This is an optimization exercise on Yosys and OpenROAD, whose aim is small area, not a production implementation. Only simulation tests tie the RTL to the original design; equivalence was not proved. Power and IR drop assume default switching activity.

## flow/config.mk

```make
export PLATFORM = sky130hd
export DESIGN_NAME = cdb_core
export DESIGN_NICKNAME = cdb_core
export VERILOG_FILES = /design/flow/design.v
export SDC_FILE = /design/flow/constraint.sdc
export NUM_CORES = 4
export LEC_CHECK = 0
export CAP_MARGIN = 40
export CORE_MARGIN = 2
export CORE_UTILIZATION = 30
export PLACE_DENSITY = 0.5
export SLEW_MARGIN = 30
```

## flow/constraint.sdc

```tcl
create_clock -name core_clock -period 12.0 [get_ports {clk}]
set_input_delay 2.4000 -clock core_clock [delete_from_list [all_inputs] [get_ports {clk}]]
set_output_delay 2.4000 -clock core_clock [all_outputs]
set_load 0.01 [all_outputs]
```

## flow/design.v

```verilog
module cdb_core (
    input  wire        clk,
    input  wire        rst,           
    output reg         mem_req,
    output reg         mem_we,
    output reg  [15:0] mem_addr,
    output reg  [7:0]  mem_wdata,
    input  wire        mem_ready,
    input  wire [7:0]  mem_rdata,
    output reg         out_valid,     
    output reg  [7:0]  out_data,
    output reg         done,          
    output reg         terminated,    
    output reg  [2:0]  fault_cause,   
    output reg  [15:0] fault_pc,      
    output reg  [16:0] fault_info,
    input  wire [5:0]  rr_id,         
    output wire [15:0] rr_data
);
    localparam S_FETCH = 3'd0;
    localparam S_EXEC  = 3'd1;
    localparam S_DIV   = 3'd2;
    localparam S_PUSH  = 3'd3;
    localparam S_POP   = 3'd4;
    localparam S_MSET  = 3'd5;
    localparam S_READ  = 3'd6;
    localparam S_STOP  = 3'd7;
    localparam F_OOB     = 3'd1;
    localparam F_ARITH   = 3'd2;
    localparam F_INVREG  = 3'd3;
    localparam F_ILLEGAL = 3'd4;
    localparam [15:0] MB_RCUR    = 16'hEEF0;
    localparam [15:0] MB_WCUR    = 16'hEEF1;
    localparam [15:0] MB_COUNT   = 16'hEEF2;
    localparam [15:0] MB_BUF     = 16'hEF00;
    localparam [16:0] STACK_BASE = 17'h0F000;
    reg [255:0] rf;
    wire [15:0] ipt = rf[0*16 +: 16];
    wire [15:0] spt = rf[1*16 +: 16];
    wire [15:0] ac1 = rf[2*16 +: 16];
    wire [15:0] ac2 = rf[3*16 +: 16];
    wire [15:0] tst = rf[4*16 +: 16];
    wire [15:0] inp = rf[5*16 +: 16];
    function [15:0] reg_read;
        input [255:0] regs;
        input [7:0]   id;
        input [15:0]  ipt_val;
        reg   [3:0]   full;
        reg   [15:0]  w;
        begin
            if (id < 8'd16) begin
                w = regs[id[3:0]*16 +: 16];
                reg_read = (id == 8'd0) ? ipt_val : w;
            end else begin
                full = 4'd5 + ((id - 8'd16) >> 1);
                w = regs[full*16 +: 16];
                reg_read = id[0] ? {8'h00, w[15:8]} : {8'h00, w[7:0]};
            end
        end
    endfunction
    assign rr_data = (rr_id <= 6'd37) ? reg_read(rf, {2'b00, rr_id}, ipt) : 16'h0000;
    reg [2:0]  state;
    reg [16:0] fc;           
    reg [2:0]  bidx;         
    reg [7:0]  op;
    reg [7:0]  ob1, ob2, ob3, ob4;
    reg [2:0]  step;         
    reg [15:0] tmp;          
    reg [7:0]  rbyte;        
    reg [15:0] xa, xb;       
    reg [15:0] dq, dr;       
    reg [4:0]  dcnt;
    function legal_op;
        input [7:0] o;
        legal_op = (o <= 8'h6A) && !(o >= 8'h24 && o <= 8'h27);
    endfunction
    function two_op_f;       
        input [7:0] o;
        two_op_f = (o <= 8'h4F) || (o >= 8'h60 && o <= 8'h63);
    endfunction
    function one_op_f;       
        input [7:0] o;
        one_op_f = (o >= 8'h50 && o <= 8'h5F);
    endfunction
    function [2:0] op_len;
        input [7:0] o;
        begin
            if (two_op_f(o))
                op_len = 3'd5 - {2'b00, o[1]} - {2'b00, o[0]};
            else if (one_op_f(o))
                op_len = o[0] ? 3'd2 : 3'd3;
            else
                op_len = 3'd1;
        end
    endfunction
    wire two_op = two_op_f(op);
    wire one_op = one_op_f(op);
    wire a_reg  = two_op ? op[1] : (one_op & op[0]);
    wire b_reg  = two_op & op[0];
    wire [2:0] len = op_len(op);
    wire [2:0] bstart = a_reg ? 3'd2 : 3'd3;
    wire [15:0] nxt   = fc[15:0];
    wire [7:0]  b_lo  = a_reg ? ob2 : ob3;
    wire [7:0]  b_hi  = a_reg ? ob3 : ob4;
    wire [15:0] va    = a_reg ? reg_read(rf, ob1, nxt) : {ob2, ob1};
    wire [15:0] vb    = b_reg ? reg_read(rf, b_lo, nxt) : {b_hi, b_lo};
    wire is_bin  = (op <= 8'h37);
    wire is_cmp  = (op >= 8'h38 && op <= 8'h4F);
    wire is_un   = (op >= 8'h50 && op <= 8'h55);
    wire is_push = (op == 8'h56 || op == 8'h57);
    wire is_jmp  = (op >= 8'h58 && op <= 8'h5D);
    wire is_wr   = (op == 8'h5E || op == 8'h5F);
    wire is_mset = (op >= 8'h60 && op <= 8'h63);
    wire [3:0] bin_k = op[5:2];
    wire [2:0] cmp_k = (op - 8'h38) >> 2;
    wire [1:0] un_k  = (op - 8'h50) >> 1;
    wire [1:0] jmp_k = (op - 8'h58) >> 1;
    reg [15:0] bin_res;
    always @* begin
        case (bin_k)
            4'd0:    bin_res = va & vb;
            4'd1:    bin_res = va | vb;
            4'd2:    bin_res = ~(va ^ vb);
            4'd3:    bin_res = va ^ vb;
            4'd4:    bin_res = (vb >= 16'd16) ? 16'h0000 : (va << vb[3:0]);
            4'd5:    bin_res = (vb >= 16'd16) ? 16'h0000 : (va >> vb[3:0]);
            4'd6:    bin_res = va + vb;
            4'd7:    bin_res = va - vb;
            4'd8:    bin_res = va * vb;
            4'd12:   bin_res = (va <= vb) ? va : vb;
            4'd13:   bin_res = (va >= vb) ? va : vb;
            default: bin_res = 16'h0000;
        endcase
    end
    reg cmp_res;
    always @* begin
        case (cmp_k)
            3'd0:    cmp_res = va >  vb;
            3'd1:    cmp_res = va <  vb;
            3'd2:    cmp_res = va >= vb;
            3'd3:    cmp_res = va <= vb;
            3'd4:    cmp_res = va == vb;
            default: cmp_res = va != vb;
        endcase
    end
    reg [15:0] un_res;
    always @* begin
        case (un_k)
            2'd0:    un_res = ~va;
            2'd1:    un_res = va + 16'd1;
            default: un_res = va - 16'd1;
        endcase
    end
    wire [3:0]  un_full = (ob1 < 8'd16) ? ob1[3:0] : (4'd5 + ((ob1 - 8'd16) >> 1));
    wire [15:0] un_old  = rf[un_full*16 +: 16];
    wire [15:0] un_new  = (ob1 < 8'd16) ? un_res :
                          (ob1[0] ? {un_res[7:0], un_old[7:0]} : {un_old[15:8], un_res[7:0]});
    wire        jmp_take = (jmp_k == 2'd0) || (jmp_k == 2'd1 && tst != 16'h0000) ||
                           (jmp_k == 2'd2 && tst == 16'h0000);
    wire        mset_byte = a_reg && (ob1 >= 8'd16);
    wire [15:0] mset_addr = step[0] ? (xb + 16'd1) : xb;
    wire [7:0]  mset_data = step[0] ? xa[15:8] : xa[7:0];
    wire        mset_inp  = (mset_addr == MB_RCUR) || (mset_addr == MB_WCUR);
    wire [16:0] push_addr = STACK_BASE + {1'b0, spt};
    wire [16:0] pop_addr  = STACK_BASE + {1'b0, spt} - 17'd2;
    wire        fetch_inp  = (fc[15:0] == MB_RCUR) || (fc[15:0] == MB_WCUR);
    wire [7:0]  fetch_ibyte = fc[0] ? inp[15:8] : inp[7:0];
    wire        fetch_go   = !fc[16] && (fetch_inp || mem_ready);
    wire [7:0]  fbyte      = fetch_inp ? fetch_ibyte : mem_rdata;
    wire [2:0]  cur_len    = (bidx == 3'd0) ? op_len(fbyte) : len;
    wire        is_regbyte = ((bidx == 3'd1) && a_reg) || (two_op && b_reg && bidx == bstart);
    always @* begin
        mem_req   = 1'b0;
        mem_we    = 1'b0;
        mem_addr  = 16'h0000;
        mem_wdata = 8'h00;
        case (state)
            S_FETCH: begin
                mem_req  = !fc[16] && !fetch_inp;
                mem_addr = fc[15:0];
            end
            S_PUSH: begin
                mem_req   = 1'b1;
                mem_we    = 1'b1;
                mem_addr  = push_addr[15:0] + {15'd0, step[0]};
                mem_wdata = step[0] ? xa[15:8] : xa[7:0];
            end
            S_POP: begin
                mem_req  = 1'b1;
                mem_addr = pop_addr[15:0] + {15'd0, step[0]};
            end
            S_MSET: begin
                mem_req   = !mset_inp;
                mem_we    = 1'b1;
                mem_addr  = mset_addr;
                mem_wdata = mset_data;
            end
            S_READ: begin
                mem_req = 1'b1;
                case (step)
                    3'd0: mem_addr = MB_COUNT;
                    3'd1: mem_addr = MB_COUNT + 16'd1;
                    3'd2: mem_addr = MB_BUF + {8'h00, inp[7:0]};
                    3'd3: begin
                        mem_we = 1'b1; mem_addr = MB_COUNT; mem_wdata = tmp[7:0];
                    end
                    default: begin
                        mem_we = 1'b1; mem_addr = MB_COUNT + 16'd1; mem_wdata = tmp[15:8];
                    end
                endcase
            end
            default: ;
        endcase
    end
    task stop_fault;
        input [2:0]  cause;
        input [16:0] info;
        begin
            state       <= S_STOP;
            done        <= 1'b1;
            fault_cause <= cause;
            fault_pc    <= ipt;
            fault_info  <= info;
        end
    endtask
    task retire;
        input [15:0] target;
        begin
            rf[0*16 +: 16] <= target;
            fc    <= {1'b0, target};
            bidx  <= 3'd0;
            state <= S_FETCH;
        end
    endtask
    always @(posedge clk) begin
        out_valid <= 1'b0;
        if (rst) begin
            rf          <= 256'd0;
            state       <= S_FETCH;
            fc          <= 17'd0;
            bidx        <= 3'd0;
            op          <= 8'h00;
            ob1         <= 8'h00;
            ob2         <= 8'h00;
            ob3         <= 8'h00;
            ob4         <= 8'h00;
            step        <= 3'd0;
            tmp         <= 16'h0000;
            xa          <= 16'h0000;
            xb          <= 16'h0000;
            rbyte       <= 8'h00;
            dq          <= 16'h0000;
            dr          <= 16'h0000;
            dcnt        <= 5'd0;
            out_valid   <= 1'b0;
            out_data    <= 8'h00;
            done        <= 1'b0;
            terminated  <= 1'b0;
            fault_cause <= 3'd0;
            fault_pc    <= 16'h0000;
            fault_info  <= 17'd0;
        end else begin
            case (state)
                S_FETCH: begin
                    if (fc[16]) begin
                        stop_fault(F_OOB, fc);
                    end else if (fetch_go) begin
                        if (bidx == 3'd0) begin
                            if (!legal_op(fbyte)) begin
                                stop_fault(F_ILLEGAL, {9'd0, fbyte});
                            end else begin
                                op   <= fbyte;
                                fc   <= fc + 17'd1;
                                bidx <= 3'd1;
                                if (cur_len == 3'd1) state <= S_EXEC;
                            end
                        end else if (is_regbyte && fbyte > 8'd37) begin
                            stop_fault(F_INVREG, {9'd0, fbyte});
                        end else begin
                            case (bidx)
                                3'd1:    ob1 <= fbyte;
                                3'd2:    ob2 <= fbyte;
                                3'd3:    ob3 <= fbyte;
                                default: ob4 <= fbyte;
                            endcase
                            fc   <= fc + 17'd1;
                            bidx <= bidx + 3'd1;
                            if (bidx + 3'd1 == cur_len) state <= S_EXEC;
                        end
                    end
                end
                S_EXEC: begin
                    step <= 3'd0;
                    xa   <= va;
                    xb   <= vb;
                    if (is_bin) begin
                        if (bin_k == 4'd10 || bin_k == 4'd11) begin
                            if (vb == 16'h0000) begin
                                stop_fault(F_ARITH, {9'd0, op});
                            end else begin
                                dq    <= va;
                                dr    <= 16'h0000;
                                dcnt  <= 5'd0;
                                state <= S_DIV;
                            end
                        end else begin
                            rf[2*16 +: 16] <= bin_res;
                            retire(nxt);
                        end
                    end else if (is_cmp) begin
                        rf[4*16 +: 16] <= {15'd0, cmp_res};
                        retire(nxt);
                    end else if (is_un) begin
                        if (a_reg) begin
                            if (un_full == 4'd0) begin
                                retire(un_new);
                            end else begin
                                rf[un_full*16 +: 16] <= un_new;
                                retire(nxt);
                            end
                        end else begin
                            rf[2*16 +: 16] <= un_res;
                            retire(nxt);
                        end
                    end else if (is_push) begin
                        if (spt > 16'h0FFE)
                            stop_fault(F_OOB, push_addr);
                        else
                            state <= S_PUSH;
                    end else if (is_jmp) begin
                        retire(jmp_take ? va : nxt);
                    end else if (is_wr) begin
                        out_valid <= (va < 16'd128);
                        out_data  <= va[7:0];
                        retire(nxt);
                    end else if (is_mset) begin
                        if (!mset_byte && vb == 16'hFFFF)
                            stop_fault(F_OOB, {1'b0, vb});
                        else
                            state <= S_MSET;
                    end else begin
                        case (op)
                            8'h64: begin  
                                rf[2*16 +: 16] <= ac2;
                                rf[3*16 +: 16] <= ac1;
                                retire(nxt);
                            end
                            8'h65, 8'h66: begin  
                                if (spt < 16'd2 || spt > 16'h1000)
                                    stop_fault(F_OOB, pop_addr);
                                else
                                    state <= S_POP;
                            end
                            8'h67: begin  
                                rf[1*16 +: 16] <= 16'h0000;
                                retire(nxt);
                            end
                            8'h68: begin  
                                state <= S_READ;
                            end
                            8'h69: begin  
                                retire(nxt);
                            end
                            default: begin  
                                rf[0*16 +: 16] <= nxt;
                                state      <= S_STOP;
                                done       <= 1'b1;
                                terminated <= 1'b1;
                            end
                        endcase
                    end
                end
                S_DIV: begin
                    if (dcnt == 5'd16) begin
                        rf[2*16 +: 16] <= (bin_k == 4'd10) ? dq : dr;
                        retire(nxt);
                    end else begin
                        if ({dr, dq[15]} >= {1'b0, xb}) begin
                            dr <= {dr[14:0], dq[15]} - xb;
                            dq <= {dq[14:0], 1'b1};
                        end else begin
                            dr <= {dr[14:0], dq[15]};
                            dq <= {dq[14:0], 1'b0};
                        end
                        dcnt <= dcnt + 5'd1;
                    end
                end
                S_PUSH: begin
                    if (mem_ready) begin
                        if (step[0]) begin
                            rf[1*16 +: 16] <= spt + 16'd2;
                            retire(nxt);
                        end else begin
                            step <= 3'd1;
                        end
                    end
                end
                S_POP: begin
                    if (mem_ready) begin
                        if (step[0]) begin
                            rf[2*16 +: 16] <= {mem_rdata, tmp[7:0]};
                            if (op == 8'h65) rf[1*16 +: 16] <= spt - 16'd2;
                            retire(nxt);
                        end else begin
                            tmp[7:0] <= mem_rdata;
                            step     <= 3'd1;
                        end
                    end
                end
                S_MSET: begin
                    if (mset_inp || mem_ready) begin
                        if (mset_addr == MB_RCUR) rf[5*16 +: 8] <= mset_data;
                        if (mset_addr == MB_WCUR) rf[5*16 + 8 +: 8] <= mset_data;
                        if (mset_byte || step[0])
                            retire(nxt);
                        else
                            step <= 3'd1;
                    end
                end
                S_READ: begin
                    if (mem_ready) begin
                        case (step)
                            3'd0: begin
                                tmp[7:0] <= mem_rdata;
                                step     <= 3'd1;
                            end
                            3'd1: begin
                                if ({mem_rdata, tmp[7:0]} == 16'h0000) begin
                                    retire(nxt);
                                end else begin
                                    tmp  <= {mem_rdata, tmp[7:0]} - 16'd1;
                                    step <= 3'd2;
                                end
                            end
                            3'd2: begin
                                rbyte <= mem_rdata;
                                step  <= 3'd3;
                            end
                            3'd3: begin
                                step <= 3'd4;
                            end
                            default: begin
                                rf[2*16 +: 16] <= {8'h00, rbyte};
                                rf[5*16 +: 8]  <= inp[7:0] + 8'd1;
                                retire(nxt);
                            end
                        endcase
                    end
                end
                default: ;  
            endcase
        end
    end
endmodule
```

## flow/run.sh

```bash
#!/bin/bash
# synth_recipe.tcl (not shown) runs the flow's synth.tcl, then flattens the netlist and writes it again
# the make line also repeats each setting of config.mk as NAME=value (left out here)
make -C /OpenROAD-flow-scripts/flow DESIGN_CONFIG=/design/flow/config.mk WORK_HOME=/design/flow/orfs CLKGATE_MAP_FILE= SYNTH_SCRIPT=/design/flow/synth_recipe.tcl finish
```

==> notes.md <==
## registers in the layout (all words and copies together), names as in the netlist, 3 cells and up
register,cells
rf,256
fault_info,17
fc,17
dq,16
dr,16
fault_pc,16
tmp,16
xa,16
xb,16
ob1,8
ob2,8
ob3,8
ob4,8
op,8
out_data,8
rbyte,8
dcnt,5
bidx,3
fault_cause,3
state,3
step,3
## worst max-delay path by stage
stage                        end  slack [ns]
after floorplan           rf[47]        1.11
after global placement    rf[47]        1.30
after detailed placement  rf[47]        1.14
after CTS                 rf[47]        1.10
after global routing      rf[47]        0.65
final                     rf[47]        1.01
## power groups by stage
stage / sequential (mW) / clock (mW) / combinational (mW)
final: 1.85 / 2.01 / 4.23
after global routing: 1.86 / 2.07 / 4.41
after CTS: 1.84 / 2.02 / 4.06
after detailed placement: 1.87 / 0 / 4.04
after global placement: 1.88 / 0 / 3.96
after floorplan: 1.78 / 0 / 2.47
## layout make-up
type	count	area (sq um)	area share (%)
clock buffers	83	1680	2.92
inverters	251	947	1.65
repair buffers	435	3970	6.91
diodes	9	22.5	0.0392
well taps	2204	2760	4.80
multi-input cells	5082	38500	66.9
flip-flops and latches	462	9260	16.1
clock inverters	28	402	0.698
## metal layers
metal  routed length (um)  part of all wire, %  up-vias  track usage, %
li1                     -                    -    23303               -
met1               114000                   38    27832            42.5
met2               121000                   41     4340            46.8
met3                39700                   13      959            11.5
met4                21500                  7.3       22            20.2
met5                  274                0.093        -           0.611
## cells in the final DEF (no fill, tap or decap), types with 30 or more instances in the layout
cell type | synthesis | final
nand2_1 | 947 | 946
nor2_1 | 728 | 711
dfxtp_1 | 462 | 457
a21oi_1 | 421 | 405
mux4_2 | 354 | 354
mux2i_1 | 308 | 306
o21ai_0 | 293 | 291
buf_4 | 12 | 285
inv_1 | 233 | 233
a211oi_1 | 214 | 211
nand3_1 | 168 | 168
ha_1 | 168 | 165
nor3_1 | 125 | 117
xnor2_1 | 112 | 107
clkdlybuf4s50_1 | 0 | 100
fa_1 | 84 | 84
a22oi_1 | 83 | 83
and3_1 | 71 | 71
o22ai_1 | 70 | 70
a311oi_1 | 68 | 65
a31oi_1 | 64 | 61
clkbuf_16 | 0 | 60
mux2_2 | 56 | 56
o211ai_1 | 50 | 50
a221oi_1 | 44 | 42
nand2b_1 | 40 | 40
nor2b_1 | 39 | 39
nand4_1 | 39 | 39
o221ai_1 | 38 | 38
xor2_1 | 37 | 36
o2111ai_1 | 30 | 30
nor4_1 | 33 | 30
## per-stage QoR
stage / std cells / hold slack, ns / total power [mW] / setup WS (ns) / area (sq um)
after detailed placement: 8417 / 0.447 / 5.91 / 1.14 / 55200
after global routing: 8547 / 0.467 / 8.33 / 0.651 / 57500
final: 8554 / 0.455 / 8.10 / 1.01 / 57500
after CTS: 8528 / 0.455 / 7.93 / 1.10 / 57300
after global placement: 8381 / 0.441 / 5.84 / 1.30 / 54500
after floorplan: 6407 / 0.432 / 4.25 / 1.11 / 50500
## cell usage after synthesis (22+ instances only)
library cell	instances
or3_1	26
a21o_1	24
and3_1	71
buf_2	55
fa_1	84
a211oi_1	214
a31oi_1	64
ha_1	168
xor2_1	37
and2_1	27
nand4_1	39
o221ai_1	38
a221oi_1	44
mux4_2	354
nor2_1	728
xnor2_1	112
a311oi_1	68
o21ai_0	293
o211ai_1	50
a21oi_1	421
dfxtp_1	462
mux2_2	56
nor4_1	33
o21bai_1	24
nand2b_1	40
buf_1	84
clkbuf_1	454
mux2i_1	308
nand3_1	168
nor3_1	125
inv_1	233
a22oi_1	83
o22ai_1	70
nor2b_1	39
o2111ai_1	30
nand2_1	947
a221o_1	22
## logic make-up (layout without fill, tap and decap cells)
group / count (synthesis) / in the layout
AO/OA/AOI/OAI: 1656 / 1656
XOR/XNOR: 154 / 154
adder cells (fa/ha/maj): 252 / 252
buffers and inverters: 863 / 797
flip-flops: 462 / 462
multiplexers: 718 / 718
other: 0 / 9
AND/OR/NAND/NOR: 2302 / 2302
## critical path, delay by kind of cell (launching register included)
family / cells / cell delay (ns)
and+or+nand+nor: 7 / 2.54
DFF: 1 / 0.68
buffers and inverters: 8 / 1.30
xor gates and xnor gates: 4 / 0.86
AOI/OAI and AO/OA: 9 / 2.26
adders and majority gates: 7 / 3.19
==> results_dict.tcl <==
set metrics [dict create \
    netlist.area_leader.share_pct 18.3 \
    hold_start "rbyte[6]" \
    coreArea_sq_mm 0.167 \
    syn_area_sq_mm 0.0505 \
    cts_resized 0 \
    fin_crit_ns 10.99 \
    initial_core_util_pct 30.2 \
    yosysWarnings 1 \
    crit_fanout 18 \
    drt_iter0_drc 9151 \
    endpoint_kind "flip-flop" \
    p_leak_nw 20.1 \
    post_drt_via_cell_ratio 6.60 \
    p_per_area_mw_per_mm2 141 \
    grt_usage_pct 32.9 \
    synth-edff-count 0 \
    switching_share_pct 47.6 \
    seq_area_frac_synth_pct 18.3 \
    power.internal_mw 4.24 \
    die-area_sq_mm 0.172 \
    io_buffer_count 105 \
    final_layout_size_suffix_gt1_share_pct 15.5 \
    worstMarginPinSlew_ns 1.02 \
    critPathSlowestCell "nor3_4" \
    drtAntennaViolNets 0 \
    fp-row-count 150 \
    post_cts_buffers 0 \
    synth_xor_area_share_pct 2.77 \
    die_w_um 414 \
    grt-ovfl-total 0 \
    p_clk_share_pct 24.8 \
    finalSetupTns_ns 0 \
    clock_skew_ns 0.0309 \
    nNetsFinal 6561 \
    fmax_ghz 0.0910 \
    cts.path.max_buffers 3 \
    die_height_um 414 \
    synth_compound_area_share_pct 21.8 \
    final-setup-viol-count 0 \
    pwr-share-seq_pct 22.9 \
    cp.required_ns 12.59 \
    area_growth_syn_to_layout_pct 13.9 \
    clock_latency_ns 0.73 \
    synth_top_cell_by_area "dfxtp_1" \
    maxSlewHeadroom_pct 30.1 \
    cts.clk_slew.worst_paths_ns 0.08 \
    synth_cells 6407 \
    crit_type "flip-flop to flip-flop" \
    synth_seq_cells 462 \
    startpoint "op[1]" \
    vias 56456 \
    switching_power_mw 3.86 \
    worstHoldEndpoint "rbyte[6]" \
    synthDistinctLibCells 102 \
    cts_root_buf "clkbuf_16" \
    hold_class "flip-flop to flip-flop" \
    synth_mux_area_share_pct 23.1 \
    synth_ff_type "dfxtp_1" \
    reg2reg_slack_ns 1.01 \
    fillers 17343 \
    finish.utilization_pct 34.4 \
    ioPinCount 106 \
    hold_violations 0 \
    grt_pass1_vias 51582 \
    worst-r2r-cell-count 35 \
    clock_sinks 462 \
    gp_congestion 1.05 \
    wl_per_cell_um 34.6 \
    cts_max_level 2 \
    rsz0062_at_grt "false" \
    status "no timing/DRC/antenna violations" \
    max_cap_viol_count 0 \
    hold_depth 2 \
    drc 0 \
    async_flop_share_pct 0 \
    synth_top_family_by_area "multiplexers" \
    arrival_ns 11.58 \
    max_stage_delay_ns 0.77 \
    ir_drop_v 0.000176 \
    place_hpwl_um 218000 \
    yosys.area_share.simple_pct 19.7 \
    grt_max_degree 125 \
    antenna_found_initial 25 \
    ys_top_cells_by_area "dfxtp_1, mux4_2, nand2_1" \
    post-route-period-util_pct 91.6 \
    cpMostUsedCell "fa_1" \
    numCtsBuffers 60 \
    cts_tree "yes" \
    r2r_end "rf[47]" \
    drtPass1Iterations 7 \
    routed_wl_um 296000 \
    yosys.area_share.adder_pct 7.49 \
    p_comb_share_pct 52.3 \
    cp-start-kind "flip-flop" \
    grt_pass1_wl_um 411000 \
    syn-num-nets 6676 \
    avgSynthCellArea_sq_um 7.88 \
    r2r_start "op[1]" \
    ctsHoldBuffers 0 \
    slew_viol_final 0 \
]

## port drivers added, routing unchanged
How much do the figures lean on ideal ports? The routed layout below was timed once more, with nothing changed but the port constraints.
Step 1 sets driving cells, clkbuf_16 on the clock port and buf_2 on the other inputs (assumed; they add their load-dependent delay and slew).
Step 2 also shifts input and output timing later by t, the mid clock arrival at the registers, as if the neighbouring blocks saw the same clock.
Three values: ideal ports, drivers, drivers and shift; two values: the first two.
shift t [ns]: 0.796
slack for setup (ns): 1.011 / 1.011 / 1.011
clock arrival spread, ns: 0.031 / 0.031
worst slew at a driven data input, ns: 0.08
pins driven straight from the clock port: 1
After both steps setup and hold are still met in this run. The setup slack of this run moves by 0.000 ns with the drivers and by 0.000 ns with both steps.
